Source: an optimization exercise on an open RTL-to-GDS flow (aim: a short achievable clock period and few clock cycles). Production flows keep margins and buffers that such runs may drop.
Where RTL was checked, it was by simulation tests only, not by an equivalence proof against the original.
Only the layout flow was run in runs 1, 3 and 4; the RTL was not checked for function there.
Power is estimated from default activity; no workload was simulated.

File: design.v
module frame_responder (
    input  wire        clk,
    input  wire        rst,           
    input  wire        start,         
    output wire        ready,
    output reg         done,          
    output reg         reply,         
    output reg  [15:0] rx_lat,        
    output wire [1:0]  sess_state,    
    output reg  [10:0] tx_addr,
    input  wire [7:0]  tx_rdata,
    output reg         stg_we,
    output reg  [10:0] stg_addr,
    output reg  [7:0]  stg_wdata,
    output reg         st_req,
    output reg  [1:0]  st_cmd,        
    output reg  [24:0] st_addr,
    output reg  [7:0]  st_wdata,
    output reg  [9:0]  st_name_len,
    input  wire        st_gnt,
    input  wire [7:0]  st_rdata,
    input  wire        st_ok
);
    localparam [15:0] LAT_ARP = 16'd276;
    localparam [1:0] SESS_NONE = 2'd0, SESS_RD = 2'd1, SESS_WR = 2'd2;
    localparam [1:0] CMD_OPEN_RD = 2'd0, CMD_OPEN_WR = 2'd1,
                     CMD_READ    = 2'd2, CMD_WRITE   = 2'd3;
    localparam [2:0] S_IDLE   = 3'd0,
                     S_CLASS  = 3'd1,    
                     S_NAME   = 3'd2,    
                     S_OPEN   = 3'd3,    
                     S_OPW1   = 3'd4,    
                     S_OPW2   = 3'd5,    
                     S_RUN    = 3'd6;    
    localparam [1:0] K_NONE = 2'd0, K_CLASS = 2'd1, K_NAME = 2'd2, K_STR = 2'd3;
    function [5:0] cseq(input [1:0] mode, input [3:0] c);
        if (mode == SESS_RD) begin
            case (c)
                4'd0: cseq = 6'd46;  4'd1: cseq = 6'd47;
                4'd2: cseq = 6'd14;  4'd3: cseq = 6'd15;
                4'd4: cseq = 6'd16;  4'd5: cseq = 6'd25;
                4'd6: cseq = 6'd38;  4'd7: cseq = 6'd39;
                4'd8: cseq = 6'd44;  default: cseq = 6'd45;
            endcase
        end else begin
            case (c)
                4'd0: cseq = 6'd14;  4'd1: cseq = 6'd15;
                4'd2: cseq = 6'd16;  4'd3: cseq = 6'd25;
                4'd4: cseq = 6'd38;  4'd5: cseq = 6'd39;
                4'd6: cseq = 6'd44;  4'd7: cseq = 6'd45;
                4'd8: cseq = 6'd46;  4'd9: cseq = 6'd47;
                4'd10: cseq = 6'd40; default: cseq = 6'd41;
            endcase
        end
    endfunction
    function [3:0] clen(input [1:0] mode);
        case (mode)
            SESS_NONE: clen = 4'd8;
            SESS_RD:   clen = 4'd10;
            default:   clen = 4'd12;
        endcase
    endfunction
    function [5:0] hnext(input [5:0] a);
        case (a)
            6'd17:   hnext = 6'd20;
            6'd39:   hnext = 6'd42;
            6'd47:   hnext = 6'd0;
            6'd1:    hnext = 6'd18;
            6'd19:   hnext = 6'd40;
            default: hnext = a + 6'd1;
        endcase
    endfunction
    reg [2:0]  state;
    reg        ready_r;
    reg [1:0]  sess;
    reg [1:0]  sess_new;
    reg        op_arp, op_rrq, op_data, op_ack;    
    assign ready      = ready_r;
    assign sess_state = sess;
    reg [7:0]  tx_q;
    reg [7:0]  rdat_q;
    reg        rok_q;
    reg        rsp_v, rv_q;
    reg [3:0]  ci;              
    reg [1:0]  arp_iss;         
    reg        g_et, g_ip, g_blk, g_ulen, g_arp;
    reg        f14_08, f15_06, f15_00, f22_00, f23_01, f16_45, f25_11;
    reg        f38_00, f38_4a, f39_45, f39_4d, f44_00;
    reg        f45_1, f45_2, f45_3, f45_4;
    reg [15:0] blk;
    reg [15:0] ulen;
    reg        blk_nz, ulen_ok, ulen_nz12, ulen_full;
    reg [15:0] blkm1, blkp1;
    reg [9:0]  ulen_m12;
    reg        dec_drop, dec_arp, dec_name, dec_data, dec_ack;
    reg [9:0]  nis;             
    reg        nis_end;         
    reg        nfound;
    reg [9:0]  nlen;
    reg        name_bad;
    reg        prev_dot;
    reg [9:0]  nrep;            
    reg [15:0] blk_rep;
    reg [15:0] frame_len, ip_len, udp_len_r;
    reg        str_on;          
    reg        commit;          
    reg [5:0]  h;               
    reg [5:0]  haddr;           
    reg        h_left;
    reg [9:0]  b;               
    reg        b_left;
    reg [9:0]  pay_left;        
    reg        pay_nz;
    reg [1:0]  k0, k1, k2;
    reg        p0, p1, p2;      
    reg [9:0]  s0, s1, s2;
    reg        h0;              
    reg [9:0]  d1, d2;
    reg        uc1, uc2;
    reg [7:0]  cv1, cv2;
    reg [17:0] fq [0:7];
    reg [2:0]  fwp, frp;
    reg [3:0]  fcnt;
    reg        f_empty, f_credit;
    reg [7:0]  sq [0:7];
    reg [3:0]  swp, srp;        
    reg [9:0]  wleft;
    reg        wzero;
    reg        wr_mode;
    reg        rd_mode;
    reg        rd_idone;        
    reg        rd_fin;          
    reg [9:0]  krsp;
    reg [9:0]  kpop;
    reg [7:0]  rq [0:15];
    reg [3:0]  rwp, rrp;
    reg [4:0]  rcnt;
    reg        r_empty, r_room;
    reg [9:0] dmap;
    reg       ucmap;
    reg [7:0] cvmap;
    always @(*) begin
        dmap  = s0;
        ucmap = 1'b0;
        cvmap = 8'h00;
        if (h0) begin
            dmap[9:6] = 4'd0;
            if (op_arp) begin
                case (s0[5:0])
                    6'd22: begin ucmap = 1'b1; cvmap = 8'h00; end
                    6'd23: begin ucmap = 1'b1; cvmap = 8'h02; end
                    6'd24, 6'd25, 6'd26, 6'd27, 6'd28, 6'd29,
                    6'd30, 6'd31, 6'd32, 6'd33:
                        dmap[5:0] = s0[5:0] + 6'd10;
                    6'd34: begin dmap = 10'd24; ucmap = 1'b1; cvmap = 8'h00; end
                    6'd35: begin dmap = 10'd25; ucmap = 1'b1; cvmap = 8'h11; end
                    6'd36: begin dmap = 10'd26; ucmap = 1'b1; cvmap = 8'h22; end
                    6'd37: begin dmap = 10'd27; ucmap = 1'b1; cvmap = 8'h33; end
                    6'd38: begin dmap = 10'd28; ucmap = 1'b1; cvmap = 8'h44; end
                    6'd39: begin dmap = 10'd29; ucmap = 1'b1; cvmap = 8'h55; end
                    6'd40, 6'd41, 6'd42, 6'd43:
                        dmap[5:0] = s0[5:0] - 6'd10;
                    default: ;
                endcase
            end else begin
                case (s0[5:0])
                    6'd0:  begin ucmap = 1'b1; cvmap = frame_len[7:0]; end
                    6'd1:  begin ucmap = 1'b1; cvmap = frame_len[15:8]; end
                    6'd2, 6'd3, 6'd4, 6'd5, 6'd6, 6'd7:
                        dmap[5:0] = s0[5:0] + 6'd6;
                    6'd8, 6'd9, 6'd10, 6'd11, 6'd12, 6'd13:
                        dmap[5:0] = s0[5:0] - 6'd6;
                    6'd18: begin ucmap = 1'b1; cvmap = ip_len[15:8]; end
                    6'd19: begin ucmap = 1'b1; cvmap = ip_len[7:0]; end
                    6'd28, 6'd29, 6'd30, 6'd31:
                        dmap[5:0] = s0[5:0] + 6'd4;
                    6'd32, 6'd33, 6'd34, 6'd35:
                        dmap[5:0] = s0[5:0] - 6'd4;
                    6'd36, 6'd37:
                        dmap[5:0] = s0[5:0] + 6'd2;
                    6'd38: begin dmap = 10'd36; ucmap = 1'b1; cvmap = 8'h4A; end
                    6'd39: begin dmap = 10'd37; ucmap = 1'b1; cvmap = 8'h4D; end
                    6'd40: begin ucmap = 1'b1; cvmap = udp_len_r[15:8]; end
                    6'd41: begin ucmap = 1'b1; cvmap = udp_len_r[7:0]; end
                    6'd44: begin ucmap = 1'b1; cvmap = 8'h00; end
                    6'd45: begin ucmap = 1'b1; cvmap = (op_rrq || op_ack) ? 8'd3 : 8'd4; end
                    6'd46: begin ucmap = 1'b1; cvmap = blk_rep[15:8]; end
                    6'd47: begin ucmap = 1'b1; cvmap = blk_rep[7:0]; end
                    default: ;
                endcase
            end
        end
    end
    wire et_arp    = f14_08 && f15_06;
    wire et_ip     = f14_08 && f15_00;
    wire ip_ok     = f16_45 && f25_11 &&
                     ((f38_00 && f39_45) || (f38_4a && f39_4d));
    wire tftp_op1  = f44_00 && f45_1;
    wire tftp_op2  = f44_00 && f45_2;
    wire tftp_op3  = f44_00 && f45_3;
    wire tftp_op4  = f44_00 && f45_4;
    wire data_ok   = ulen_ok && blk_nz;
    wire tftp_any  = tftp_op1 || tftp_op2 || tftp_op3 || tftp_op4;
    wire ip_go     = g_et && et_ip && g_ip && ip_ok;
    wire c_arp     = g_et && et_arp && g_arp && f22_00 && f23_01;
    wire c_name    = ip_go && (tftp_op1 || tftp_op2) && (sess == SESS_NONE);
    wire c_data    = ip_go && tftp_op3 && (sess == SESS_WR) && g_ulen && data_ok;
    wire c_ack     = ip_go && tftp_op4 && (sess == SESS_RD);
    wire c_drop    = (g_et && !et_arp && !et_ip) ||
                     (g_et && et_arp && g_arp && !(f22_00 && f23_01)) ||
                     (g_et && et_ip && g_ip &&
                      (!ip_ok || !tftp_any ||
                       ((tftp_op1 || tftp_op2) && sess != SESS_NONE) ||
                       (tftp_op3 && sess != SESS_WR) ||
                       (tftp_op3 && g_ulen && !data_ok) ||
                       (tftp_op4 && sess != SESS_RD)));
    wire nb_zero   = (tx_q == 8'h00);
    wire nb_dot    = (tx_q == 8'h2E);
    wire nb_bad    = (tx_q == 8'h2F) || (tx_q == 8'h5C) || (prev_dot && nb_dot);
    wire name_ret  = (k2 == K_NAME) && !nfound &&
                     (state == S_CLASS || state == S_NAME);
    wire       credit   = f_credit;
    wire [3:0] sdiff    = swp - srp;
    wire       s_empty  = (swp == srp);
    wire       scredit  = (sdiff < 4'd5);
    wire       iss_b    = str_on && credit && b_left && (!pay_nz || scredit);
    wire       iss_h    = str_on && credit && !iss_b && h_left;
    wire       acc      = st_req && st_gnt;
    wire       rd_resp  = rd_mode && rv_q && !rd_fin;
    wire       rd_data  = rd_resp && rok_q;
    wire       rq_pop   = commit && rd_mode && !r_empty;
    wire       rq_byp   = 1'b0;
    wire       rq_push  = rd_data;
    wire       fpush    = (k2 == K_STR);
    wire       fpop     = commit && !f_empty && !rq_pop && !rq_byp;
    wire       spush    = p2;
    wire       sfree    = !st_req || acc;
    wire       spop     = wr_mode && sfree && !s_empty;
    wire       stream_idle = !h_left && !b_left && (k0 != K_STR) &&
                             (k1 != K_STR) && (k2 != K_STR) && f_empty;
    wire       wr_idle  = !wr_mode || wzero;
    wire       rd_idle  = !rd_mode || (rd_fin && r_empty);
    wire [3:0] fcnt_n   = fcnt + {3'b0, fpush} - {3'b0, fpop};
    wire [4:0] rcnt_n   = rcnt + {4'b0, rq_push} - {4'b0, rq_pop};
    wire       run_end  = (state == S_RUN) && stream_idle && wr_idle && rd_idle;
    always @(posedge clk) begin
        tx_q   <= tx_rdata;
        rdat_q <= st_rdata;
        rok_q  <= st_ok;
        if (fpush)
            fq[fwp] <= {d2, uc2 ? cv2 : tx_q};
        if (spush)
            sq[swp[2:0]] <= tx_q;
        if (rq_push)
            rq[rwp] <= rdat_q;
        frame_len <= 16'd46 + {6'd0, nrep};
        ip_len    <= 16'd32 + {6'd0, nrep};
        udp_len_r <= 16'd12 + {6'd0, nrep};
    end
    task finish(input rep);
        reg [1:0] m;
        begin
            m = rep ? sess_new : sess;
            state    <= S_IDLE;
            ready_r  <= 1'b1;
            done     <= 1'b1;
            reply    <= rep;
            if (rep)
                sess <= sess_new;
            str_on   <= 1'b0;
            commit   <= 1'b0;
            wr_mode  <= 1'b0;
            rd_mode  <= 1'b0;
            st_req   <= 1'b0;
            k0       <= K_CLASS;
            k1       <= K_NONE;
            k2       <= K_NONE;
            p0       <= 1'b0;
            p1       <= 1'b0;
            p2       <= 1'b0;
            tx_addr  <= {5'd0, cseq(m, 4'd0)};
            s0       <= {4'd0, cseq(m, 4'd0)};
        end
    endtask
    always @(posedge clk) begin
        if (rst) begin
            sess        <= SESS_NONE;
            done        <= 1'b0;
            reply       <= 1'b0;
            rx_lat      <= 16'd0;
            stg_we      <= 1'b0;
            stg_addr    <= 11'd0;
            stg_wdata   <= 8'd0;
            st_cmd      <= 2'd0;
            st_addr     <= 25'd0;
            st_wdata    <= 8'd0;
            st_name_len <= 10'd0;
            rsp_v       <= 1'b0;
            rv_q        <= 1'b0;
            dec_drop    <= 1'b0;
            dec_arp     <= 1'b0;
            dec_name    <= 1'b0;
            dec_data    <= 1'b0;
            dec_ack     <= 1'b0;
            sess_new    <= SESS_NONE;
            state       <= S_IDLE;
            ready_r     <= 1'b1;
            str_on      <= 1'b0;
            commit      <= 1'b0;
            wr_mode     <= 1'b0;
            rd_mode     <= 1'b0;
            st_req      <= 1'b0;
            k0          <= K_CLASS;
            k1          <= K_NONE;
            k2          <= K_NONE;
            p0          <= 1'b0;
            p1          <= 1'b0;
            p2          <= 1'b0;
            tx_addr     <= 11'd14;
            s0          <= 10'd14;
            ci          <= 4'd1;
            arp_iss     <= 2'd0;
            g_et <= 1'b0; g_ip <= 1'b0; g_blk <= 1'b0;
            g_ulen <= 1'b0; g_arp <= 1'b0;
            nis         <= 10'd48;
            nis_end     <= 1'b0;
            nfound      <= 1'b0;
            name_bad    <= 1'b0;
            prev_dot    <= 1'b0;
            h           <= 6'd0;
            haddr       <= 6'd2;
            h_left      <= 1'b1;
            b           <= 10'd48;
            b_left      <= 1'b1;
            pay_left    <= 10'd0;
            pay_nz      <= 1'b0;
            nrep        <= 10'd0;
            rd_fin      <= 1'b0;
            rd_idone    <= 1'b0;
            krsp        <= 10'd0;
            kpop        <= 10'd0;
            wzero       <= 1'b1;
            fwp <= 3'd0; frp <= 3'd0; fcnt <= 4'd0; f_empty <= 1'b1; f_credit <= 1'b1;
            swp <= 4'd0; srp <= 4'd0;
            rwp <= 4'd0; rrp <= 4'd0; rcnt <= 5'd0; r_empty <= 1'b1; r_room <= 1'b1;
        end else begin
            done   <= 1'b0;
            stg_we <= 1'b0;
            k0  <= K_NONE;
            p0  <= 1'b0;
            h0  <= 1'b0;
            k1  <= k0;
            p1  <= p0;
            s1  <= s0;
            d1  <= dmap;
            uc1 <= ucmap;
            cv1 <= cvmap;
            k2  <= k1;
            p2  <= p1;
            s2  <= s1;
            d2  <= d1;
            uc2 <= uc1;
            cv2 <= cv1;
            if (iss_b) begin
                tx_addr <= {1'b0, b};
                s0      <= b;
                k0      <= K_STR;
                p0      <= pay_nz;
                b       <= b + 10'd1;
                b_left  <= (b != 10'd559);
                if (pay_nz) begin
                    pay_left <= pay_left - 10'd1;
                    pay_nz   <= (pay_left != 10'd1);
                end
            end else if (iss_h) begin
                tx_addr <= {5'd0, haddr};
                s0      <= {4'd0, haddr};
                k0      <= K_STR;
                h0      <= 1'b1;
                haddr   <= hnext(haddr);
                h       <= h + 6'd1;
                h_left  <= (h != 6'd47);
            end
            if (fpush)
                fwp <= fwp + 3'd1;
            if (fpop)
                frp <= frp + 3'd1;
            fcnt     <= fcnt_n;
            f_empty  <= (fcnt_n == 4'd0);
            f_credit <= (fcnt_n < 4'd5);
            if (rq_byp) begin
                stg_we    <= 1'b1;
                stg_addr  <= 11'd48 + {1'b0, kpop};
                stg_wdata <= rdat_q;
                kpop      <= kpop + 10'd1;
            end else if (rq_pop) begin
                stg_we    <= 1'b1;
                stg_addr  <= 11'd48 + {1'b0, kpop};
                stg_wdata <= rq[rrp];
                kpop      <= kpop + 10'd1;
            end else if (fpop) begin
                stg_we    <= 1'b1;
                stg_addr  <= {1'b0, fq[frp][17:8]};
                stg_wdata <= fq[frp][7:0];
            end
            if (spush)
                swp <= swp + 4'd1;
            if (spop)
                srp <= srp + 4'd1;
            if (wr_mode) begin
                if (acc) begin
                    st_addr[8:0] <= st_addr[8:0] + 9'd1;
                    wleft        <= wleft - 10'd1;
                    wzero        <= (wleft == 10'd1);
                end
                if (sfree) begin
                    st_req <= !s_empty;
                    if (!s_empty)
                        st_wdata <= sq[srp[2:0]];
                end
            end
            rsp_v <= rd_mode && acc;
            rv_q  <= rsp_v;
            if (rq_push)
                rwp <= rwp + 4'd1;
            if (rq_pop)
                rrp <= rrp + 4'd1;
            rcnt     <= rcnt_n;
            r_empty  <= (rcnt_n == 5'd0);
            r_room   <= (rcnt_n < 5'd12);
            if (rd_mode) begin
                if (acc) begin
                    st_addr[8:0] <= st_addr[8:0] + 9'd1;
                    if (st_addr[8:0] == 9'd511)
                        rd_idone <= 1'b1;
                end
                st_req <= !rd_fin && !rd_idone &&
                          !(acc && st_addr[8:0] == 9'd511) && r_room;
                if (rd_resp) begin
                    if (rok_q) begin
                        krsp <= krsp + 10'd1;
                        if (krsp == 10'd511) begin
                            rd_fin   <= 1'b1;
                            sess_new <= SESS_RD;
                            b_left   <= 1'b0;
                            rx_lat   <= 16'd68 + 16'd512;
                        end
                    end else begin
                        rd_fin   <= 1'b1;
                        st_req   <= 1'b0;
                        nrep     <= krsp;
                        sess_new <= SESS_NONE;
                        b        <= 10'd48 + krsp;
                        b_left   <= 1'b1;
                        rx_lat   <= 16'd68 + {6'd0, krsp};
                        if (h >= 6'd42) begin
                            h      <= 6'd42;
                            haddr  <= 6'd0;
                            h_left <= 1'b1;
                        end
                    end
                end
            end
            dec_drop <= (state == S_CLASS) && c_drop;
            dec_arp  <= (state == S_CLASS) && c_arp;
            dec_name <= (state == S_CLASS) && c_name;
            dec_data <= (state == S_CLASS) && c_data;
            dec_ack  <= (state == S_CLASS) && c_ack;
            if (name_ret) begin
                if (!nb_zero) begin
                    prev_dot <= nb_dot;
                    if (nb_bad)
                        name_bad <= 1'b1;
                end
                if (nb_zero || s2 == 10'd559) begin
                    nfound <= 1'b1;
                    nlen   <= nb_zero ? (s2 - 10'd48) : 10'd512;
                end
            end
            case (state)
            S_IDLE: begin
                k0 <= K_CLASS;
                sess_new <= sess;
                arp_iss  <= 2'd0;
                g_et <= 1'b0; g_ip <= 1'b0; g_blk <= 1'b0;
                g_ulen <= 1'b0; g_arp <= 1'b0;
                nis      <= 10'd48;
                nis_end  <= 1'b0;
                nfound   <= 1'b0;
                name_bad <= 1'b0;
                prev_dot <= 1'b0;
                h        <= 6'd0;
                haddr    <= 6'd2;
                h_left   <= 1'b1;
                b        <= 10'd48;
                b_left   <= (sess != SESS_RD);
                pay_left <= 10'd0;
                pay_nz   <= 1'b0;
                nrep     <= (sess == SESS_RD) ? 10'd512 : 10'd0;
                rd_fin   <= 1'b0;
                rd_idone <= 1'b0;
                krsp     <= 10'd0;
                kpop     <= 10'd0;
                wzero    <= 1'b1;
                fwp <= 3'd0; frp <= 3'd0; fcnt <= 4'd0; f_empty <= 1'b1; f_credit <= 1'b1;
                swp <= 4'd0; srp <= 4'd0;
                rwp <= 4'd0; rrp <= 4'd0; rcnt <= 5'd0; r_empty <= 1'b1; r_room <= 1'b1;
                if (start) begin
                    state   <= S_CLASS;
                    ready_r <= 1'b0;
                    k2      <= K_NONE;
                    ci      <= 4'd2;
                    tx_addr <= {5'd0, cseq(sess, 4'd1)};
                    s0      <= {4'd0, cseq(sess, 4'd1)};
                end
            end
            S_CLASS: begin
                if (k2 == K_CLASS) begin
                    case (s2[5:0])
                        6'd14: f14_08 <= (tx_q == 8'h08);
                        6'd15: begin f15_06 <= (tx_q == 8'h06);
                                     f15_00 <= (tx_q == 8'h00);
                                     g_et   <= 1'b1; end
                        6'd22: f22_00 <= (tx_q == 8'h00);
                        6'd23: begin f23_01 <= (tx_q == 8'h01);
                                     g_arp  <= 1'b1; end
                        6'd16: f16_45 <= (tx_q == 8'h45);
                        6'd25: f25_11 <= (tx_q == 8'h11);
                        6'd38: begin f38_00 <= (tx_q == 8'h00);
                                     f38_4a <= (tx_q == 8'h4A); end
                        6'd39: begin f39_45 <= (tx_q == 8'h45);
                                     f39_4d <= (tx_q == 8'h4D); end
                        6'd44: f44_00 <= (tx_q == 8'h00);
                        6'd45: begin f45_1 <= (tx_q == 8'd1);
                                     f45_2 <= (tx_q == 8'd2);
                                     f45_3 <= (tx_q == 8'd3);
                                     f45_4 <= (tx_q == 8'd4);
                                     g_ip  <= 1'b1; end
                        6'd46: blk[15:8] <= tx_q;
                        6'd47: begin blk[7:0] <= tx_q; g_blk <= 1'b1;
                                     blk_nz <= (blk[15:8] != 8'd0) || (tx_q != 8'd0);
                                     blkm1  <= {blk[15:8], tx_q} - 16'd1;
                                     blkp1  <= {blk[15:8], tx_q} + 16'd1; end
                        6'd40: ulen[15:8] <= tx_q;
                        6'd41: begin ulen[7:0] <= tx_q; g_ulen <= 1'b1;
                                     ulen_ok   <= ({ulen[15:8], tx_q} >= 16'd12) &&
                                                  ({ulen[15:8], tx_q} <= 16'd524);
                                     ulen_m12  <= {ulen[9:8], tx_q} - 10'd12;
                                     ulen_nz12 <= ({ulen[15:8], tx_q} != 16'd12);
                                     ulen_full <= ({ulen[15:8], tx_q} == 16'd524); end
                        default: ;
                    endcase
                end
                if (g_et && et_arp && arp_iss != 2'd2) begin
                    tx_addr <= (arp_iss == 2'd0) ? 11'd22 : 11'd23;
                    s0      <= (arp_iss == 2'd0) ? 10'd22 : 10'd23;
                    k0      <= K_CLASS;
                    arp_iss <= arp_iss + 2'd1;
                end else if (ci != clen(sess)) begin
                    tx_addr <= {5'd0, cseq(sess, ci)};
                    s0      <= {4'd0, cseq(sess, ci)};
                    k0      <= K_CLASS;
                    ci      <= ci + 4'd1;
                end else if (sess == SESS_NONE && !nfound && !nis_end) begin
                    tx_addr <= {1'b0, nis};
                    s0      <= nis;
                    k0      <= K_NAME;
                    nis     <= nis + 10'd1;
                    nis_end <= (nis == 10'd559);
                end
                if (sess == SESS_RD && g_blk && !rd_mode && !rd_fin) begin
                    rd_mode <= 1'b1;
                    st_req  <= 1'b1;
                    st_cmd  <= CMD_READ;
                    st_addr <= {blk, 9'd0};
                end
                if (dec_drop) begin
                    finish(1'b0);
                end else if (dec_arp) begin
                    op_arp   <= 1'b1;
                    op_rrq   <= 1'b0;
                    op_data  <= 1'b0;
                    op_ack   <= 1'b0;
                    state    <= S_RUN;
                    str_on   <= 1'b1;
                    commit   <= 1'b1;
                    b_left   <= 1'b1;
                    rx_lat   <= LAT_ARP;
                    rd_mode  <= 1'b0;
                    st_req   <= 1'b0;
                    rcnt     <= 5'd0;
                    r_empty  <= 1'b1;
                    r_room   <= 1'b1;
                    sess_new <= sess;
                end else if (dec_name) begin
                    op_arp  <= 1'b0;
                    op_rrq  <= tftp_op1;
                    op_data <= 1'b0;
                    op_ack  <= 1'b0;
                    state   <= S_NAME;
                end else if (dec_data) begin
                    op_arp   <= 1'b0;
                    op_rrq   <= 1'b0;
                    op_data  <= 1'b1;
                    op_ack   <= 1'b0;
                    state    <= S_RUN;
                    str_on   <= 1'b1;
                    commit   <= 1'b1;
                    blk_rep  <= blk;
                    pay_left <= ulen_m12;
                    pay_nz   <= ulen_nz12;
                    wleft    <= ulen_m12;
                    wzero    <= !ulen_nz12;
                    wr_mode  <= 1'b1;
                    st_cmd   <= CMD_WRITE;
                    st_addr  <= {blkm1, 9'd0};
                    rx_lat   <= 16'd68;
                    if (!ulen_full)
                        sess_new <= SESS_NONE;
                end else if (dec_ack) begin
                    op_arp  <= 1'b0;
                    op_rrq  <= 1'b0;
                    op_data <= 1'b0;
                    op_ack  <= 1'b1;
                    state   <= S_RUN;
                    str_on  <= 1'b1;
                    commit  <= 1'b1;
                    blk_rep <= blkp1;
                end
            end
            S_NAME: begin
                if (!nfound && !nis_end) begin
                    tx_addr <= {1'b0, nis};
                    s0      <= nis;
                    k0      <= K_NAME;
                    nis     <= nis + 10'd1;
                    nis_end <= (nis == 10'd559);
                end
                if (nfound) begin
                    if (name_bad) begin
                        finish(1'b0);
                    end else begin
                        state       <= S_OPEN;
                        st_req      <= 1'b1;
                        st_cmd      <= op_rrq ? CMD_OPEN_RD : CMD_OPEN_WR;
                        st_name_len <= nlen;
                        str_on      <= 1'b1;
                        k0          <= K_NONE;
                        if (op_rrq) begin
                            blk_rep <= 16'd1;
                            nrep    <= 10'd512;
                            b_left  <= 1'b0;
                        end else begin
                            blk_rep <= 16'd0;
                            nrep    <= 10'd0;
                        end
                    end
                end
            end
            S_OPEN: begin
                if (st_gnt) begin
                    st_req <= 1'b0;
                    state  <= S_OPW1;
                end
            end
            S_OPW1: begin
                state <= S_OPW2;
            end
            S_OPW2: begin
                if (!rok_q) begin
                    finish(1'b0);
                end else begin
                    state  <= S_RUN;
                    commit <= 1'b1;
                    if (op_rrq) begin
                        rd_mode <= 1'b1;
                        st_req  <= 1'b1;
                        st_cmd  <= CMD_READ;
                        st_addr <= 25'd0;
                    end else begin
                        sess_new <= SESS_WR;
                        rx_lat   <= 16'd68;
                    end
                end
            end
            S_RUN: begin
                if (run_end)
                    finish(1'b1);
            end
            default: begin
                state   <= S_IDLE;
                ready_r <= 1'b1;
            end
            endcase
        end
    end
endmodule
File: run.sh
#!/bin/bash
# synth_recipe.tcl (not shown) runs the flow's synth.tcl, then flattens the netlist and writes it again
# the make line also repeats each setting of config.mk as NAME=value (left out here)
make -C /OpenROAD-flow-scripts/flow DESIGN_CONFIG=/design/flow/config.mk WORK_HOME=/design/flow/orfs CLKGATE_MAP_FILE= SYNTH_SCRIPT=/design/flow/synth_recipe.tcl finish
File: config.mk
export PLATFORM = sky130hd
export DESIGN_NAME = frame_responder
export DESIGN_NICKNAME = frame_responder
export VERILOG_FILES = /design/flow/design.v
export SDC_FILE = /design/flow/constraint.sdc
export NUM_CORES = 4
export LEC_CHECK = 0
export ABC_CLOCK_PERIOD_IN_PS = 2500
export CAP_MARGIN = 20
export CORE_MARGIN = 2
export CORE_UTILIZATION = 40
export SETUP_SLACK_MARGIN = 5
export SLEW_MARGIN = 20
File: constraint.sdc
create_clock -name core_clock -period 7.0 [get_ports {clk}]
set_input_delay 1.4000 -clock core_clock [delete_from_list [all_inputs] [get_ports {clk}]]
set_output_delay 1.4000 -clock core_clock [all_outputs]
set_load 0.01 [all_outputs]
==> results of run 1 <==
synthesized netlist by cell type, types with 23 or more instances:
master / instances / area (µm²)
and3_1: 48 / 300
nand2_1: 272 / 1020
ha_1: 74 / 926
dfxtp_1: 327 / 6550
nor2_1: 310 / 1160
nand3_1: 85 / 425
buf_2: 33 / 165
mux4_2: 92 / 2070
xnor2_1: 84 / 736
o21ai_0: 95 / 475
a31oi_1: 24 / 150
a21oi_1: 166 / 831
xor2_1: 68 / 596
inv_1: 72 / 270
nor3_1: 58 / 290
clkbuf_1: 117 / 439
a211oi_1: 30 / 225
and2_1: 25 / 156
nor4_1: 31 / 194
nand4_1: 32 / 200
mux2i_1: 50 / 500
a22o_1: 23 / 201
edfxtp_1: 519 / 15600
logic make-up after synthesis:
| logic type | count (synthesis) |
|---|---|
| compound gates | 496 |
| buf+inv | 247 |
| flops | 846 |
| fa+ha+maj | 77 |
| mux | 164 |
| xor+xnor | 152 |
| simple gates | 989 |
per-layer routing:
layer | track usage [%] | wire [µm] | up-vias
met4 | 8.85 | 5040 | 2
met5 | 0 | 11 | -
met2 | 38.3 | 54100 | 1047
met1 | 30.3 | 45400 | 13351
li1 | - | - | 11930
met3 | 3.71 | 7340 | 287
worst reg2reg max path, cell delays in order (launching register included):
cell	delay, ps
dfxtp_2	330
inv_2	50
ha_4	160
fa_2	550
a21oi_4	70
nor3b_4	230
buf_12	160
a21oi_4	100
buf_6	170
mux2i_2	170
a221oi_2	340
o21ai_1	100
state kept, by name (all words and copies together), names as in the netlist, 11 cells and up, named ones only:
signal / flops
blk: 16
blk_rep: 16
blkm1: 15
blkp1: 16
fq: 144
rq: 128
rx_lat: 16
sq: 64
st_addr: 25
stg_addr: 11
tx_addr: 11
udp_len_r: 11
final timing paths:
kind / startpoint / to / slack (ps) / depth (start not counted)
worst min-delay path: nrep[0] / udp_len_r[0] / 380 / 0
worst min register to register: nrep[0] / udp_len_r[0] / 380 / 0
worst max register to register: swp[0] / s0[2] / 4460 / 11
worst max-delay path: st_req / st_req / 4420 / 1
power groups by stage:
| stage | combinational, mW | sequential, mW | clock (mW) |
|---|---|---|---|
| after floorplan | 1.40 | 5.69 | 0 |
| after global placement | 1.81 | 5.80 | 0 |
| after detailed placement | 1.82 | 5.80 | 0 |
| after CTS | 2.91 | 5.71 | 5.22 |
| after global routing | 3.53 | 5.73 | 5.43 |
| final | 3.37 | 5.72 | 5.14 |
through the flow:
stage          hold slack, ps  cell area, µm²  std cells
6_report                  379           48800       4680
5_1_grt                   383           48800       4679
4_1_cts                   375           46900       4573
3_5_place_dp              358           39200       4133
3_3_place_gp              341           39100       4132
2_1_floorplan             329           37200       2971
timing repair:
action / CTS / global route
resized for setup: 1042 / 225
gates cloned: 28 / 9
pin swaps: 151 / 136
setup endpoints to repair: 804 / 519
setup buffers: 238 / 96
hold buffers: 0 / 0
layout make-up:
cell class,count,area (µm²),share of cell area [%]
Antenna cell,2,5.00,0.0103
Timing Repair Buffer,506,5390,11.1
Inverter,77,392,0.803
Tap cell,1176,1470,3.02
Clock inverter,53,713,1.46
Clock buffer,121,2520,5.18
Multi-Input combinational cell,1894,15800,32.4
Sequential cell,846,22400,46.0
Timing Repair inverter,5,43.8,0.0898
==> qor.yml, run 1 <==
outcome: "timing/DRC/antenna clean"
synth_fa_ha_area_share_pct: 2.72
grt_max_degree: 42
syn-num-nets: 3069
p_int_mw: 10.1
fp.dieArea_um2: 93000
synthArstFlopShare_pct: 0
swShare_pct: 29.3
drt-total-wl_mm: 112
hold_viol_final: 0
cts-buffers-inserted: 92
start_kind: "flop"
drive_above_1_share_pct: 37.2
overflow: 0
htreeDepth: 3
fp.coreArea_um2: 89900
final_common_cell: "edfxtp_1"
synth_seq_cells: 846
power_mw: 14.2
ant_nets: 0
clk_path_buf_depth: 3
fillers: 7315
yosysWarnings: 1
cpPeakStageDelay_ps: 390
p_switching_mw: 4.17
crit_family: "flip-flops"
critical_path_buf_inv_count: 1
required_ps: 5600
first_pass_iters: 6
synth_top_family_by_area: "simple AND/OR/NAND/NOR gates"
gp_congestion: 0.900
p_per_area_nw_per_um2: 292
worst_slew_pin_slew_ps: 936
mostFrequentLayoutCells: "519 x edfxtp_1, 260 x nor2_1, 246 x buf_4"
p_seq_share_pct: 40.2
ios: 119
die_w_um: 305
port_buffers: 118
yosysSeqAreaShare_pct: 61.1
via_count: 26617
synth_cells: 2971
setup_ws_ps: 4420
drc: 0
fmax_mhz: 388
nNetsFinal: 3520
finalSetupViolations: 0
num_rows: 110
slew_violations: 0
antenna_found_initial: 5
clock_skew_ps: 23.3
ys_types: 90
cp_max_fo: 2
slowest_stage: "dfxtp_4"
first_iter_violations: 2341
hpwl_mm: 66.6
clkTransAtPathRegs_ps: 60
grt_pass1_vias: 26184
gr-usage-all-layers_pct: 23.0
drt-wirelength-per-cell_um: 23.9
synth-compound-area-share_pct: 8.91
min_period_over_period_pct: 36.8
power_leakage_nw: 17.2
fin_setup_tns_ps: 0
cts.sinks: 846
area_growth_pct: 34.7
clk_latency_ps: 680
fin_crit_ps: 2580
initial_core_util_pct: 40.3
dieHeight_um: 305
cap_violations: 0
maxSlewHeadroom_pct: 37.4
cts-root-buf: "clkbuf_16"
synth_ff_type: "edfxtp_1"
avgViaCountPerCell: 5.69
synth-edff-count: 519
netlist_area_um2: 36200
ir_worst_vdd_mv: 0.283
cp_cell_sequence: "buf_6"
synthXorXnorAreaFrac_pct: 3.68
cts_tree: "yes"
syn_area_per_cell_um2: 12.2
clkPwrFrac_pct: 36.1
worst-endpoint-arrival_ps: 1180
critPathKind: "flop to output pin"
synth_simple_gate_area_share_pct: 13.0
endpoint_kind: "output pin"
fin_util_pct: 54.3
rsz0062_at_grt: "true"
hp-class: "flop to flop"
pwr-share-comb_pct: 23.7
grt_pass1_wl_mm: 163
place_ws_ps: 3050
synthMuxAreaShare_pct: 7.82
==> run 2: changes to the inputs <==
--- a/design.v
+++ b/design.v
@@ -125,3 +125,5 @@
     reg [7:0]  sq [0:7];
-    reg [3:0]  swp, srp;        
+    reg [2:0]  swp, srp;
+    reg [3:0]  scnt;
+    reg        s_empty, s_credit;
     reg [9:0]  wleft;
@@ -222,5 +224,3 @@
     wire       credit   = f_credit;
-    wire [3:0] sdiff    = swp - srp;
-    wire       s_empty  = (swp == srp);
-    wire       scredit  = (sdiff < 4'd5);
+    wire       scredit  = s_credit;
     wire       iss_b    = str_on && credit && b_left && (!pay_nz || scredit);
@@ -231,4 +231,4 @@
     wire       rq_pop   = commit && rd_mode && !r_empty;
-    wire       rq_byp   = 1'b0;
-    wire       rq_push  = rd_data;
+    wire       rq_byp   = commit && rd_mode && r_empty && rd_data;
+    wire       rq_push  = rd_data && !rq_byp;
     wire       fpush    = (k2 == K_STR);
@@ -243,2 +243,3 @@
     wire [3:0] fcnt_n   = fcnt + {3'b0, fpush} - {3'b0, fpop};
+    wire [3:0] scnt_n   = scnt + {3'b0, spush} - {3'b0, spop};
     wire [4:0] rcnt_n   = rcnt + {4'b0, rq_push} - {4'b0, rq_pop};
@@ -252,3 +253,3 @@
         if (spush)
-            sq[swp[2:0]] <= tx_q;
+            sq[swp] <= tx_q;
         if (rq_push)
@@ -343,3 +344,3 @@
             fwp <= 3'd0; frp <= 3'd0; fcnt <= 4'd0; f_empty <= 1'b1; f_credit <= 1'b1;
-            swp <= 4'd0; srp <= 4'd0;
+            swp <= 3'd0; srp <= 3'd0; scnt <= 4'd0; s_empty <= 1'b1; s_credit <= 1'b1;
             rwp <= 4'd0; rrp <= 4'd0; rcnt <= 5'd0; r_empty <= 1'b1; r_room <= 1'b1;
@@ -406,5 +407,8 @@
             if (spush)
-                swp <= swp + 4'd1;
+                swp <= swp + 3'd1;
             if (spop)
-                srp <= srp + 4'd1;
+                srp <= srp + 3'd1;
+            scnt     <= scnt_n;
+            s_empty  <= (scnt_n == 4'd0);
+            s_credit <= (scnt_n < 4'd5);
             if (wr_mode) begin
@@ -418,3 +422,3 @@
                     if (!s_empty)
-                        st_wdata <= sq[srp[2:0]];
+                        st_wdata <= sq[srp];
                 end
@@ -505,3 +509,3 @@
                 fwp <= 3'd0; frp <= 3'd0; fcnt <= 4'd0; f_empty <= 1'b1; f_credit <= 1'b1;
-                swp <= 4'd0; srp <= 4'd0;
+                swp <= 3'd0; srp <= 3'd0; scnt <= 4'd0; s_empty <= 1'b1; s_credit <= 1'b1;
                 rwp <= 4'd0; rrp <= 4'd0; rcnt <= 5'd0; r_empty <= 1'b1; r_room <= 1'b1;
==> run 2 against run 1 <==
Via count is 1.1% higher. Synthesized cell count up 1.6%. Register-to-register slack improved by 110 ps. Hold slack got worse by 24 ps. Sequential share of layout area increased by 0.079 points. Cell area rose by 0.25%. Final cell count increased by 0.15%. Combinational power fell by about 20%. Power decreased by 5.9%. Die area is 1.4% higher. Non-clock buffer count fell by 21. Critical endpoint is now sess_state[0].
==> qor.yml, run 2 <==
gr-usage-all-layers_pct: 23.1  # +0.067 points
start_kind: "flop"
syn_area_per_cell_um2: 12.2  # -0.20%
fin_setup_tns_ps: 0  # unchanged
post-place-cells: 4187  # +1.3%
cp_max_fo: 2  # unchanged
min_period_over_period_pct: 37.6  # +0.81 points
fin_util_pct: 53.5  # -0.77 points
top_register: "fq"
grt_max_degree: 68  # +62%
fp.dieArea_um2: 94300  # +1.4%
antenna_found_initial: 7  # +2
critPathKind: "flop to output pin"
synthTopCellsByCount: "519 x edfxtp_1, 331 x dfxtp_1, 328 x nor2_1"
synth.most_common_cell: "edfxtp_1"
clk_path_buf_depth: 3  # unchanged
synth_area_leaders: "edfxtp_1 42%, dfxtp_1 18%, mux4_2 5.6%"
cts.sinks: 850  # +0.47%
first_iter_violations: 2627  # +12%
r2r-end: "rcnt[4]"
finalSetupViolations: 0  # unchanged
r2r-start: "rd_fin"
largest_reg_flops: 144  # unchanged
slew_violations: 0  # unchanged
setup_ws_ps: 4370  # -57.0 ps
clk_latency_ps: 670  # about the same
ir_worst_vdd_mv: 0.201  # -29%
power_mw: 13.4  # -5.9%
fillers: 7536  # +3.0%
r2r_slack_ps: 4570  # +110 ps
drt-total-wl_mm: 113  # +1.4%
ys_types: 100  # +11%
maxSlewHeadroom_pct: 35.3  # -2.1 points
synth_cells: 3019  # +1.6%
reg2reg_depth: 14  # +3
avgViaCountPerCell: 5.74  # +0.93%
yosysWarnings: 1  # unchanged
final_common_cell: "edfxtp_1"
fmax_mhz: 380  # -2.2%
drc: 0  # unchanged
initial_core_util_pct: 40.2  # -0.11 points
endpoint_kind: "output pin"
placed_area_um2: 39600  # +1.1%
required_ps: 5600  # about the same
grt_pass1_vias: 26360  # +0.67%
cts_tree: "yes"
outcome: "timing/DRC/antenna clean"
cap_violations: 0  # unchanged
fp.coreArea_um2: 91400  # +1.7%
synth-edff-count: 519  # unchanged
p_per_area_nw_per_um2: 274  # -6.2%
ant_nets: 0  # unchanged
ios: 119  # unchanged
min_from: "nrep[0]"
grt_pass1_wl_mm: 165  # +1.3%
yosysTopAreaCell: "edfxtp_1"
synth_seq_cells: 850  # +0.47%
fin_crit_ps: 2630  # +57.0 ps
via_count: 26904  # +1.1%
clock_skew_ps: 37.3  # +14.0 ps
synthArstFlopShare_pct: 0  # unchanged
cts-buffers-inserted: 90  # -2.2%
gp_congestion: 0.906  # +0.59%
synth_ff_type: "edfxtp_1"
hpwl_mm: 68.9  # +3.5%
cts-root-buf: "clkbuf_16"
antenna_cells: 0  # -2
power_leakage_nw: 16.8  # -2.1%
drive_above_1_share_pct: 36.8  # -0.47 points
area_growth_pct: 33.1
htreeDepth: 3  # unchanged
holdWs_ps: 355  # -24.3 ps
overflow: 0  # unchanged
min_delay_path_depth: 0  # unchanged
mostFrequentLayoutCells: "519 x edfxtp_1, 268 x nor2_1, 240 x buf_4"
synth_top_area_share_pct: 42.4  # -0.60 points
first_pass_iters: 7  # +1
die_w_um: 307  # +0.69%
yosysSeqAreaShare_pct: 60.5  # -0.63 points
clkTransAtPathRegs_ps: 60  # about the same
worst-endpoint-arrival_ps: 1230  # +50 ps
worst_slew_pin_slew_ps: 961  # +24.9 ps
netlist_area_um2: 36700  # +1.4%
place_ws_ps: 2960  # -99.1 ps
num_rows: 111  # +0.91%
hp-class: "flop to flop"
nNetsFinal: 3524  # +0.11%
drt-wirelength-per-cell_um: 24.2  # +1.3%
hold_viol_final: 0  # unchanged
fin_area_um2: 48900  # +0.25%
cts_hold_buf: 0  # unchanged
fin_cells: 4687  # +0.15%
port_buffers: 118  # unchanged
rsz0062_at_grt: "true"
syn-num-nets: 3117  # +1.6%
dieHeight_um: 307  # +0.69%
holdPathEnd: "udp_len_r[0]"
## run 2: worst max-delay path: stages (launching register included)
cell and delay (ps):
dfxtp_2 320, buf_6 130, buf_6 110
## run 2: area by class of cell
class	instances	area [µm²]	area share (%)
repair buffers	485	5270	10.8
multi-input cells	1911	16200	33.0
well taps	1186	1480	3.04
inverters	87	410	0.839
repair inverters	1	5.00	0.0102
clock buffers	134	2690	5.49
flip-flops and latches	850	22500	46.1
clock inverters	33	345	0.706
## run 2: metal layers
metal	part of all wire, %	global-route usage, %	vias up
met2	48	37.9	1184
li1	-	-	12010
met3	7.4	3.87	297
met1	40	30.5	13409
met5	0.020	0	-
met4	4.5	9.52	4
## run 2: how the worst max path moves through the flow
stage | slack (ps) | cells after the start | start | to
2_1_floorplan | 3800 | 4 | rst | blk[0]
3_3_place_gp | 3000 | 11 | st_gnt | s_credit
3_5_place_dp | 2960 | 11 | st_gnt | s_credit
4_1_cts | 4340 | 2 | sess[0] | sess_state[0]
5_1_grt | 4350 | 2 | sess[0] | sess_state[0]
6_report | 4370 | 2 | sess[0] | sess_state[0]
## run 2: cells by family (layout without fill, tap and decap cells)
kind of cell / Yosys count / count (layout) / share of synthesized area (%)
compound gates: 542 / 542 / 9.69
flops: 850 / 850 / 60.5
fa+ha+maj: 77 / 77 / 2.71
buf+inv: 264 / 740 / 2.91
simple gates: 957 / 963 / 12.6
mux: 179 / 179 / 8.05
xor+xnor: 150 / 150 / 3.60
## run 2: repair_timing
item / 4_1_cts / 5_1_grt
setup buffers: 213 / 91
resized for setup: 1068 / 264
pin swaps: 119 / 138
cloned: 18 / 11
endpoints found under the setup margin: 831 / 574
## run 2: power breakdown
group	total [mW]	switching, mW	leakage [nW]	internal (mW)
Combinational	2.70	1.61	7.88	1.10
Clock	4.89	2.01	1.48	2.88
Sequential	5.78	0.258	7.49	5.52
Testbench counts of run 2, summed over its fixed seeds: cycles 284,714.
==> run 3: changes to the inputs <==
--- a/design.v
+++ b/design.v
@@ -287,23 +287,8 @@
         if (rst) begin
+            state       <= S_IDLE;
+            ready_r     <= 1'b1;
             sess        <= SESS_NONE;
             done        <= 1'b0;
-            reply       <= 1'b0;
-            rx_lat      <= 16'd0;
             stg_we      <= 1'b0;
-            stg_addr    <= 11'd0;
-            stg_wdata   <= 8'd0;
-            st_cmd      <= 2'd0;
-            st_addr     <= 25'd0;
-            st_wdata    <= 8'd0;
-            st_name_len <= 10'd0;
-            rsp_v       <= 1'b0;
-            rv_q        <= 1'b0;
-            dec_drop    <= 1'b0;
-            dec_arp     <= 1'b0;
-            dec_name    <= 1'b0;
-            dec_data    <= 1'b0;
-            dec_ack     <= 1'b0;
-            sess_new    <= SESS_NONE;
-            state       <= S_IDLE;
-            ready_r     <= 1'b1;
+            st_req      <= 1'b0;
             str_on      <= 1'b0;
@@ -312,36 +297,5 @@
             rd_mode     <= 1'b0;
-            st_req      <= 1'b0;
             k0          <= K_CLASS;
-            k1          <= K_NONE;
-            k2          <= K_NONE;
-            p0          <= 1'b0;
-            p1          <= 1'b0;
-            p2          <= 1'b0;
             tx_addr     <= 11'd14;
             s0          <= 10'd14;
-            ci          <= 4'd1;
-            arp_iss     <= 2'd0;
-            g_et <= 1'b0; g_ip <= 1'b0; g_blk <= 1'b0;
-            g_ulen <= 1'b0; g_arp <= 1'b0;
-            nis         <= 10'd48;
-            nis_end     <= 1'b0;
-            nfound      <= 1'b0;
-            name_bad    <= 1'b0;
-            prev_dot    <= 1'b0;
-            h           <= 6'd0;
-            haddr       <= 6'd2;
-            h_left      <= 1'b1;
-            b           <= 10'd48;
-            b_left      <= 1'b1;
-            pay_left    <= 10'd0;
-            pay_nz      <= 1'b0;
-            nrep        <= 10'd0;
-            rd_fin      <= 1'b0;
-            rd_idone    <= 1'b0;
-            krsp        <= 10'd0;
-            kpop        <= 10'd0;
-            wzero       <= 1'b1;
-            fwp <= 3'd0; frp <= 3'd0; fcnt <= 4'd0; f_empty <= 1'b1; f_credit <= 1'b1;
-            swp <= 3'd0; srp <= 3'd0; scnt <= 4'd0; s_empty <= 1'b1; s_credit <= 1'b1;
-            rwp <= 4'd0; rrp <= 4'd0; rcnt <= 5'd0; r_empty <= 1'b1; r_room <= 1'b1;
         end else begin
==> run 3 against run 2 <==
Clock power fell by 0.8%. Sequential cell count did not move. First-iteration DRC count rose by 8.6%. Non-clock buffer count rose by 77. Area after synthesis rose by 3.8%. Synthesized cell count fell by 4.7%. Via count fell by 0.75%. Sequential share of layout area rose by 2.3 points. Setup slack got worse by 160 ps. Cell area rose by 4.1%. Global-route usage fell by 1.3 points. Critical endpoint is now rx_lat[3]. Largest cell class unchanged.
==> qor.yml, run 3 <==
gr-usage-all-layers_pct: 21.8  # -1.3 points
nNetsFinal: 3472  # -1.5%
slew_violations: 0  # unchanged
synth_top_area_share_pct: 58.9  # +16 points
die_w_um: 313  # +1.9%
antenna_found_initial: 4  # -3
clkTransAtPathRegs_ps: 60  # about the same
yosysTopAreaCell: "edfxtp_1"
ys_types: 99  # -1.0%
avgViaCountPerCell: 5.66  # -1.3%
yosysWarnings: 1  # unchanged
mostFrequentLayoutCells: "748 x edfxtp_1, 271 x buf_4, 223 x nor2_1"
first_iter_violations: 2852  # +8.6%
synth_area_leaders: "edfxtp_1 59%, mux4_2 5.4%, dfxtp_1 5.4%"
synthXorXnorAreaFrac_pct: 3.35  # -0.24 points
synth.most_common_cell: "edfxtp_1"
power_leakage_nw: 17.9  # +6.2%
synthMuxAreaShare_pct: 7.17  # -0.88 points
fillers: 7666  # +1.7%
finalSetupViolations: 0  # unchanged
worst_slew_pin_slew_ps: 932  # -28.5 ps
dieHeight_um: 313  # +1.9%
critical_path_buf_inv_count: 1  # -1
placed_area_um2: 41500  # +4.9%
area_growth_pct: 33.5
syn_area_per_cell_um2: 13.3  # +8.9%
overflow: 0  # unchanged
r2r-start: "rd_fin"
ant_nets: 0  # unchanged
via_count: 26702  # -0.75%
top_register: "fq"
fin_setup_tns_ps: 0  # unchanged
cts.sinks: 850  # unchanged
largest_reg_flops: 144  # unchanged
p_per_area_nw_per_um2: 382  # +40%
worst-endpoint-arrival_ps: 1400  # +170 ps
hpwl_mm: 67.7  # -1.7%
final_common_cell: "edfxtp_1"
clk_latency_ps: 670  # about the same
fmax_mhz: 358  # -5.9%
min_from: "nrep[0]"
netlist_area_um2: 38100  # +3.8%
grt_max_degree: 62  # -8.8%
htreeDepth: 3  # unchanged
slowest_stage: "edfxtp_1"
ios: 119  # unchanged
cap_violations: 0  # unchanged
holdPathEnd: "udp_len_r[0]"
synth-edff-count: 748  # +44%
synth_ff_type: "edfxtp_1"
fp.coreArea_um2: 94700  # +3.7%
synth_fa_ha_area_share_pct: 2.61  # -0.099 points
drive_above_1_share_pct: 38.0  # +1.2 points
yosysSeqAreaShare_pct: 64.3  # +3.8 points
synth_top_family_by_area: "simple AND/OR/NAND/NOR gates"
synth-compound-area-share_pct: 8.39  # -1.3 points
rsz0062_at_grt: "true"
drt-total-wl_mm: 112  # -1.1%
ir_worst_vdd_mv: 0.263  # +31%
hold_viol_final: 0  # unchanged
syn-num-nets: 2974  # -4.6%
clock_skew_ps: 24.0  # -13.3 ps
fin_area_um2: 50900  # +4.1%
grt_pass1_wl_mm: 163  # -1.3%
cpPeakStageDelay_ps: 530  # +210 ps
min_period_over_period_pct: 39.9  # +2.3 points
hp-class: "flop to flop"
required_ps: 5600  # about the same
start_kind: "flop"
endpoint_kind: "output pin"
cts-root-buf: "clkbuf_16"
fin_cells: 4715  # +0.60%
drt-wirelength-per-cell_um: 23.8  # -1.6%
antenna_cells: 0  # unchanged
r2r-end: "r_empty"
synth_cells: 2876  # -4.7%
maxSlewHeadroom_pct: 37.9  # +2.6 points
drc: 0  # unchanged
grt_pass1_vias: 26454  # +0.36%
outcome: "timing/DRC/antenna clean"
cts_hold_buf: 0  # unchanged
fin_util_pct: 53.7  # +0.21 points
reg2reg_depth: 14  # unchanged
cts-buffers-inserted: 92  # +2.2%
fp.dieArea_um2: 97800  # +3.7%
first_pass_iters: 10  # +3
synth_simple_gate_area_share_pct: 11.6  # -0.97 points
synth_seq_cells: 850  # unchanged
post-place-cells: 4147  # -0.96%
initial_core_util_pct: 40.2  # +0.049 points
min_delay_path_depth: 0  # unchanged
cts_tree: "yes"
gp_congestion: 0.902  # -0.36%
clk_path_buf_depth: 3  # unchanged
fin_crit_ps: 2800  # +164 ps
cp_max_fo: 2  # unchanged
cp_cell_sequence: "buf_2"
synthTopCellsByCount: "748 x edfxtp_1, 294 x nor2_1, 240 x nand2_1"
num_rows: 113  # +1.8%
crit_family: "flip-flops"
port_buffers: 118  # unchanged
critPathKind: "flop to output pin"
r2r_slack_ps: 4330  # -240 ps
power_mw: 19.5  # +45%
synthArstFlopShare_pct: 0  # unchanged
[run 3: kinds of logic after synthesis]
kind of cell / Yosys count
simple gates: 923
flops: 850
compound gates: 476
buf+inv: 248
mux: 156
xor+xnor: 146
fa+ha+maj: 77
[run 3: repair_timing]
item,4_1_cts,5_1_grt
pin swaps,154,180
gates resized for setup,852,324
buffers inserted,256,114
endpoints found under the setup margin,926,647
gates cloned,16,12
hold endpoints to repair,0,0
[run 3: area by class of cell]
type	count	area [µm²]	share of cell area (%)
repair inverters	2	16.3	0.0320
repair buffers	562	5540	10.9
flip-flops and latches	850	24600	48.4
inverters	83	388	0.762
clock inverters	34	390	0.767
well taps	1265	1580	3.11
multi-input cells	1783	15700	30.9
clock buffers	136	2630	5.18
[run 3: per-stage QoR]
stage | hold slack (ps) | worst slack, ps
final | 400 | 4200
after global routing | 410 | 4160
after CTS | 395 | 4210
after detailed placement | 377 | 3180
after global placement | 361 | 3190
after floorplan | 346 | 3800
[run 3: worst max path at each step]
stage | from | to | slack (ps) | depth (start not counted)
final | rx_lat[3] | rx_lat[3] | 4200 | 1
after global routing | st_gnt | s_credit | 4160 | 12
after CTS | rx_lat[3] | rx_lat[3] | 4210 | 1
after detailed placement | st_gnt | s_credit | 3180 | 12
after global placement | st_gnt | s_credit | 3190 | 12
after floorplan | st_gnt | s_credit | 3800 | 11
[run 3: where the power goes]
part	total (mW)	internal, mW	switching, mW
Combinational	7.20	3.29	3.91
Clock	4.85	2.84	2.02
Sequential	7.40	6.59	0.805
Total	19.5	12.7	6.73
[run 3: per-layer routing]
layer	vias to the layer above	share of wire, %	global-route usage, %
li1	11867	-	-
met4	0	4.7	9.42
met2	1118	48	36.1
met1	13427	40	28.7
met3	290	6.9	3.19
met5	-	0	0
==> run 4: changes to the inputs <==
--- a/design.v
+++ b/design.v
@@ -95,2 +95,4 @@
     reg        dec_drop, dec_arp, dec_name, dec_data, dec_ack;
+    reg        pre_ok;          
+    reg [3:0]  npre;            
     reg [9:0]  nis;             
@@ -124,6 +126,4 @@
     reg        f_empty, f_credit;
-    reg [7:0]  sq [0:7];
-    reg [2:0]  swp, srp;
-    reg [3:0]  scnt;
-    reg        s_empty, s_credit;
+    reg [7:0]  sq [0:15];
+    reg [4:0]  swp, srp;        
     reg [9:0]  wleft;
@@ -224,3 +224,7 @@
     wire       credit   = f_credit;
-    wire       scredit  = s_credit;
+    wire [4:0] sdiff    = swp - srp;
+    wire       s_empty  = (swp == srp);
+    reg        s_credit_r;      
+    wire       scredit  = s_credit_r;
+    wire [4:0] swp_n    = swp + {4'b0, p2};
     wire       iss_b    = str_on && credit && b_left && (!pay_nz || scredit);
@@ -231,4 +235,4 @@
     wire       rq_pop   = commit && rd_mode && !r_empty;
-    wire       rq_byp   = commit && rd_mode && r_empty && rd_data;
-    wire       rq_push  = rd_data && !rq_byp;
+    wire       rq_byp   = 1'b0;
+    wire       rq_push  = rd_data;
     wire       fpush    = (k2 == K_STR);
@@ -243,3 +247,2 @@
     wire [3:0] fcnt_n   = fcnt + {3'b0, fpush} - {3'b0, fpop};
-    wire [3:0] scnt_n   = scnt + {3'b0, spush} - {3'b0, spop};
     wire [4:0] rcnt_n   = rcnt + {4'b0, rq_push} - {4'b0, rq_pop};
@@ -253,3 +256,3 @@
         if (spush)
-            sq[swp] <= tx_q;
+            sq[swp[3:0]] <= tx_q;
         if (rq_push)
@@ -287,8 +290,23 @@
         if (rst) begin
-            state       <= S_IDLE;
-            ready_r     <= 1'b1;
             sess        <= SESS_NONE;
             done        <= 1'b0;
+            reply       <= 1'b0;
+            rx_lat      <= 16'd0;
             stg_we      <= 1'b0;
-            st_req      <= 1'b0;
+            stg_addr    <= 11'd0;
+            stg_wdata   <= 8'd0;
+            st_cmd      <= 2'd0;
+            st_addr     <= 25'd0;
+            st_wdata    <= 8'd0;
+            st_name_len <= 10'd0;
+            rsp_v       <= 1'b0;
+            rv_q        <= 1'b0;
+            dec_drop    <= 1'b0;
+            dec_arp     <= 1'b0;
+            dec_name    <= 1'b0;
+            dec_data    <= 1'b0;
+            dec_ack     <= 1'b0;
+            sess_new    <= SESS_NONE;
+            state       <= S_IDLE;
+            ready_r     <= 1'b1;
             str_on      <= 1'b0;
@@ -297,5 +315,36 @@
             rd_mode     <= 1'b0;
+            st_req      <= 1'b0;
             k0          <= K_CLASS;
+            k1          <= K_NONE;
+            k2          <= K_NONE;
+            p0          <= 1'b0;
+            p1          <= 1'b0;
+            p2          <= 1'b0;
             tx_addr     <= 11'd14;
             s0          <= 10'd14;
+            ci          <= 4'd1;
+            arp_iss     <= 2'd0;
+            g_et <= 1'b0; g_ip <= 1'b0; g_blk <= 1'b0;
+            g_ulen <= 1'b0; g_arp <= 1'b0;
+            nis         <= 10'd48;
+            nis_end     <= 1'b0;
+            nfound      <= 1'b0;
+            name_bad    <= 1'b0;
+            prev_dot    <= 1'b0;
+            h           <= 6'd0;
+            haddr       <= 6'd2;
+            h_left      <= 1'b1;
+            b           <= 10'd48;
+            b_left      <= 1'b1;
+            pay_left    <= 10'd0;
+            pay_nz      <= 1'b0;
+            nrep        <= 10'd0;
+            rd_fin      <= 1'b0;
+            rd_idone    <= 1'b0;
+            krsp        <= 10'd0;
+            kpop        <= 10'd0;
+            wzero       <= 1'b1;
+            fwp <= 3'd0; frp <= 3'd0; fcnt <= 4'd0; f_empty <= 1'b1; f_credit <= 1'b1;
+            swp <= 5'd0; srp <= 5'd0; s_credit_r <= 1'b1;
+            rwp <= 4'd0; rrp <= 4'd0; rcnt <= 5'd0; r_empty <= 1'b1; r_room <= 1'b1;
         end else begin
@@ -360,9 +409,7 @@
             end
+            s_credit_r <= ((swp_n - srp) < 5'd9);
             if (spush)
-                swp <= swp + 3'd1;
+                swp <= swp + 5'd1;
             if (spop)
-                srp <= srp + 3'd1;
-            scnt     <= scnt_n;
-            s_empty  <= (scnt_n == 4'd0);
-            s_credit <= (scnt_n < 4'd5);
+                srp <= srp + 5'd1;
             if (wr_mode) begin
@@ -376,3 +423,3 @@
                     if (!s_empty)
-                        st_wdata <= sq[srp];
+                        st_wdata <= sq[srp[3:0]];
                 end
@@ -449,2 +496,3 @@
                 prev_dot <= 1'b0;
+                npre     <= 4'd0;
                 h        <= 6'd0;
@@ -463,3 +511,3 @@
                 fwp <= 3'd0; frp <= 3'd0; fcnt <= 4'd0; f_empty <= 1'b1; f_credit <= 1'b1;
-                swp <= 3'd0; srp <= 3'd0; scnt <= 4'd0; s_empty <= 1'b1; s_credit <= 1'b1;
+                swp <= 5'd0; srp <= 5'd0; s_credit_r <= 1'b1;
                 rwp <= 4'd0; rrp <= 4'd0; rcnt <= 5'd0; r_empty <= 1'b1; r_room <= 1'b1;
@@ -498,2 +546,8 @@
                         6'd47: begin blk[7:0] <= tx_q; g_blk <= 1'b1;
+                                     if (sess == SESS_RD) begin
+                                         rd_mode <= 1'b1;
+                                         st_req  <= 1'b1;
+                                         st_cmd  <= CMD_READ;
+                                         st_addr <= {blk[15:8], tx_q, 9'd0};
+                                     end
                                      blk_nz <= (blk[15:8] != 8'd0) || (tx_q != 8'd0);
@@ -507,3 +561,4 @@
                                      ulen_nz12 <= ({ulen[15:8], tx_q} != 16'd12);
-                                     ulen_full <= ({ulen[15:8], tx_q} == 16'd524); end
+                                     ulen_full <= ({ulen[15:8], tx_q} == 16'd524);
+                                     pre_ok    <= ({ulen[15:8], tx_q} >= 16'd24); end
                         default: ;
@@ -527,8 +582,10 @@
                     nis_end <= (nis == 10'd559);
-                end
-                if (sess == SESS_RD && g_blk && !rd_mode && !rd_fin) begin
-                    rd_mode <= 1'b1;
-                    st_req  <= 1'b1;
-                    st_cmd  <= CMD_READ;
-                    st_addr <= {blk, 9'd0};
+                end else if (sess == SESS_WR && !dec_drop && !dec_arp &&
+                             !dec_data && s_credit_r && f_credit && npre != 4'd12) begin
+                    tx_addr <= {1'b0, b};
+                    s0      <= b;
+                    k0      <= K_STR;
+                    p0      <= 1'b1;
+                    b       <= b + 10'd1;
+                    npre    <= npre + 4'd1;
                 end
@@ -567,4 +624,16 @@
                     blk_rep  <= blk;
-                    pay_left <= ulen_m12;
-                    pay_nz   <= ulen_nz12;
+                    if (pre_ok) begin
+                        pay_left <= ulen_m12 - {6'd0, npre};
+                        pay_nz   <= (ulen_m12 != {6'd0, npre});
+                    end else begin
+                        pay_left <= ulen_m12;
+                        pay_nz   <= ulen_nz12;
+                        b        <= 10'd48;
+                        k1       <= K_NONE;
+                        k2       <= K_NONE;
+                        p1       <= 1'b0;
+                        p2       <= 1'b0;
+                        fwp <= 3'd0; frp <= 3'd0; fcnt <= 4'd0; f_empty <= 1'b1; f_credit <= 1'b1;
+                        swp <= 5'd0; srp <= 5'd0; s_credit_r <= 1'b1;
+                    end
                     wleft    <= ulen_m12;
==> run 4 against run 3 <==
Clock power increased by 4%. Highest routed layer unchanged. Clock-buffer cell count down 4. Core utilization down 1.2 points. Global-route usage increased by 0.72 points. Critical endpoint is now sess_state[1].
==> qor.yml, run 4 <==
outcome: "timing/DRC/antenna clean"
synth_top_area_share_pct: 44.0  # -15 points
hpwl_mm: 72.5  # +7.0%
drt-wirelength-per-cell_um: 23.6  # -0.88%
via_count: 29233  # +9.5%
p_per_area_nw_per_um2: 275  # -28%
grtUsageMet1_pct: 31.6  # +2.9 points
synth_cells: 3282  # +14%
area_growth_pct: 30.4
p_seq_share_pct: 42.9  # +4.9 points
overflow: 0  # unchanged
fillers: 8286  # +8.1%
drt-total-wl_mm: 120  # +6.6%
endpoint_kind: "output pin"
met2_usage_pct: 34.9  # -1.2 points
top_register: "fq"
cts_hold_buf: 0  # unchanged
required_ps: 5600  # about the same
initial_core_util_pct: 40.2  # about the same
fin_util_pct: 52.5  # -1.2 points
syn_area_per_cell_um2: 12.2  # -7.8%
dieHeight_um: 321  # +2.6%
drc: 0  # unchanged
fp.coreArea_um2: 99700  # +5.3%
die_w_um: 321  # +2.6%
syn-num-nets: 3395  # +14%
synthTopCellsByCount: "588 x edfxtp_1, 326 x dfxtp_1, 312 x nor2_1"
p_int_mw: 10.1  # -21%
clkPwrFrac_pct: 34.8  # +9.8 points
worst_slew_pin_slew_ps: 1010  # +75.5 ps
clock_skew_ps: 55.9  # +31.9 ps
synth_top_family_by_area: "simple AND/OR/NAND/NOR gates"
grt_pass1_wl_mm: 176  # +7.6%
mostFrequentLayoutCells: "588 x edfxtp_1, 270 x nor2_1, 246 x buf_4"
first_iter_violations: 3490  # +22%
r2r-start: "sess[1]"
htreeDepth: 3  # unchanged
largest_reg_flops: 144  # unchanged
placed_area_um2: 43200  # +4.1%
netlist_area_um2: 40100  # +5.3%
grt_pass1_vias: 27600  # +4.3%
hold_viol_final: 0  # unchanged
synth_area_leaders: "edfxtp_1 44%, dfxtp_1 16%, mux4_2 6.5%"
swShare_pct: 30.1  # -4.5 points
fin_cells: 5073  # +7.6%
cts.sinks: 914  # +7.5%
r2r-end: "s0[0]"
cts_tree: "yes"
power_leakage_nw: 18.0  # +0.37%
cts-buffers-inserted: 95  # +3.3%
synth-edff-count: 588  # -21%
drive_above_1_share_pct: 34.9  # -3.1 points
finalSetupViolations: 0  # unchanged
gr-usage-all-layers_pct: 22.5  # +0.72 points
place_ws_ps: 3160  # -22.3 ps
final_common_cell: "edfxtp_1"
fp.dieArea_um2: 103000  # +5.2%
hp-class: "flop to flop"
holdPathEnd: "udp_len_r[0]"
p_switching_mw: 4.33  # -36%
fin_crit_ps: 2700  # -100 ps
nNetsFinal: 3808  # +9.7%
synth.most_common_cell: "edfxtp_1"
synthArstFlopShare_pct: 0  # unchanged
grt_max_degree: 65  # +4.8%
synth-compound-area-share_pct: 9.28  # +0.89 points
yosysSeqAreaShare_pct: 60.3  # -4.0 points
synth_fa_ha_area_share_pct: 2.94  # +0.34 points
pwr-share-comb_pct: 22.3  # -15 points
synth_simple_gate_area_share_pct: 12.8  # +1.2 points
yosysTopAreaCell: "edfxtp_1"
min_delay_path_depth: 0  # unchanged
antenna_found_initial: 0  # -4
min_from: "nrep[0]"
yosysWarnings: 1  # unchanged
cp_max_fo: 2  # unchanged
start_kind: "flop"
fin_setup_tns_ps: 0  # unchanged
fmax_mhz: 371  # +3.7%
ir_worst_vdd_mv: 0.204  # -23%
synthMuxAreaShare_pct: 8.30  # +1.1 points
antenna_cells: 0  # unchanged
synth_ff_type: "edfxtp_1"
first_pass_iters: 6  # -4
power_mw: 14.4  # -26%
min_period_over_period_pct: 38.5  # -1.4 points
reg2reg_depth: 12  # -2
critPathKind: "flop to output pin"
clkTransAtPathRegs_ps: 60  # about the same
num_rows: 116  # +2.7%
synth_seq_cells: 914  # +7.5%
synthXorXnorAreaFrac_pct: 3.67  # +0.31 points
post-place-cells: 4559  # +9.9%
avgViaCountPerCell: 5.76  # +1.8%
cts-root-buf: "clkbuf_16"
rsz0062_at_grt: "true"
maxSlewHeadroom_pct: 32.1  # -5.7 points
worst-endpoint-arrival_ps: 1300  # -100 ps
clk_latency_ps: 700  # +30 ps
setup_ws_ps: 4300  # +100 ps
ys_types: 95  # -4.0%
ant_nets: 0  # unchanged
port_buffers: 118  # unchanged
busiest_layer: "met2"
slew_violations: 0  # unchanged
clk_path_buf_depth: 3  # unchanged
grt_use_met3_pct: 3.88  # +0.69 points
cap_violations: 0  # unchanged
gp_congestion: 0.914  # +1.3%
holdWs_ps: 355  # -45.2 ps
r2r_slack_ps: 4390  # +60 ps
fin_area_um2: 52300  # +2.8%
ios: 119  # unchanged
[run 4: cell types whose count changed in the layout (fill, tap and decap cells not counted), moves of 37 or more]
cell / delta
buf_2: -75
dfxtp_4: +38
nor3_1: +37
dfxtp_2: +63
nor2_1: +47
a21oi_1: +67
dfxtp_1: +123
edfxtp_1: -160
nand2_1: +46
[run 4: layout make-up]
class	instances	area, µm²	area share, %
clock inverters	45	448	0.856
inverters	93	432	0.825
repair inverters	3	26.3	0.0502
repair buffers	494	5300	10.1
flip-flops and latches	914	24500	46.8
clock buffers	132	2660	5.09
well taps	1298	1620	3.11
multi-input cells	2094	17300	33.1
[run 4: cells by family after synthesis]
family,Yosys count
fa+ha+maj,92
buf+inv,284
mux,185
flops,914
xor+xnor,168
compound gates,580
simple gates,1059
[run 4: how the worst max path moves through the flow]
stage	cells after the start	startpoint	end	slack [ps]
after global routing	2	sess[1]	sess_state[1]	4280
after floorplan	5	rst	blk[0]	4080
final	2	sess[1]	sess_state[1]	4300
after global placement	7	start	flop	3200
after detailed placement	6	rst	blkm1[5]	3160
after CTS	2	sess[1]	sess_state[1]	4270
[run 4: power by group through the flow]
stage / Clock [mW] / Sequential [mW] / Combinational (mW)
after global placement: 0 / 6.29 / 2.03
after detailed placement: 0 / 6.29 / 2.03
after global routing: 5.32 / 6.19 / 3.38
after CTS: 5.10 / 6.17 / 2.73
final: 5.02 / 6.17 / 3.22
after floorplan: 0 / 6.17 / 1.47
[run 4: what timing repair did]
action,CTS,global route
setup buffers,199,106
pin swaps,129,103
cloned,27,5
resized for setup,1067,198
setup endpoints to repair,764,533
[run 4: metal layers]
metal	vias up	wire, µm
met5	-	0
met4	0	4660
met3	319	9420
met2	1303	54500
met1	14550	51200
li1	13061	-
[run 4: critical path, cell delays in order (launching register included)]
cell     delay (ps)
dfxtp_4         350
buf_8           130
buf_6           110

## port drivers added, routing unchanged
The results above use ideal ports. As a check the final layouts listed here were re-extracted and re-timed, cells and wires unchanged. Step 1 assumes that a clkbuf_16 drives the clock port and a buf_2 every other input. Step 2 adds t to the input delays and takes it off the output delays; t is the mean of the earliest and latest rising clock arrival at the registers after step 1. Input paths then give back, and output paths get back, about the clock's delay inside the block. Three values: no drivers, after step 1, after step 2; two values: the first two.
run	t (ns)	slack for setup (ns)	hold slack, ns	slew at the worst register clock pin (ns)	worst data-port slew with drivers (ns)
run 1	0.732	4.425 / 4.359 / 3.808	0.379 / 0.379 / 0.379	0.07 / 0.07	0.31
run 2	0.718	4.368 / 4.303 / 3.853	0.355 / 0.355 / 0.355	0.07 / 0.07	0.29
run 3	0.722	4.204 / 4.137 / 3.535	0.400 / 0.400 / 0.400	0.06 / 0.06	0.09
run 4	0.745	4.304 / 4.234 / 3.999	0.355 / 0.355 / 0.355	0.07 / 0.07	0.20
After both steps setup and hold are still met in every run listed. The setup slack of run 3, which loses most, moves by -0.067 ns with the drivers and by -0.669 ns with both steps.
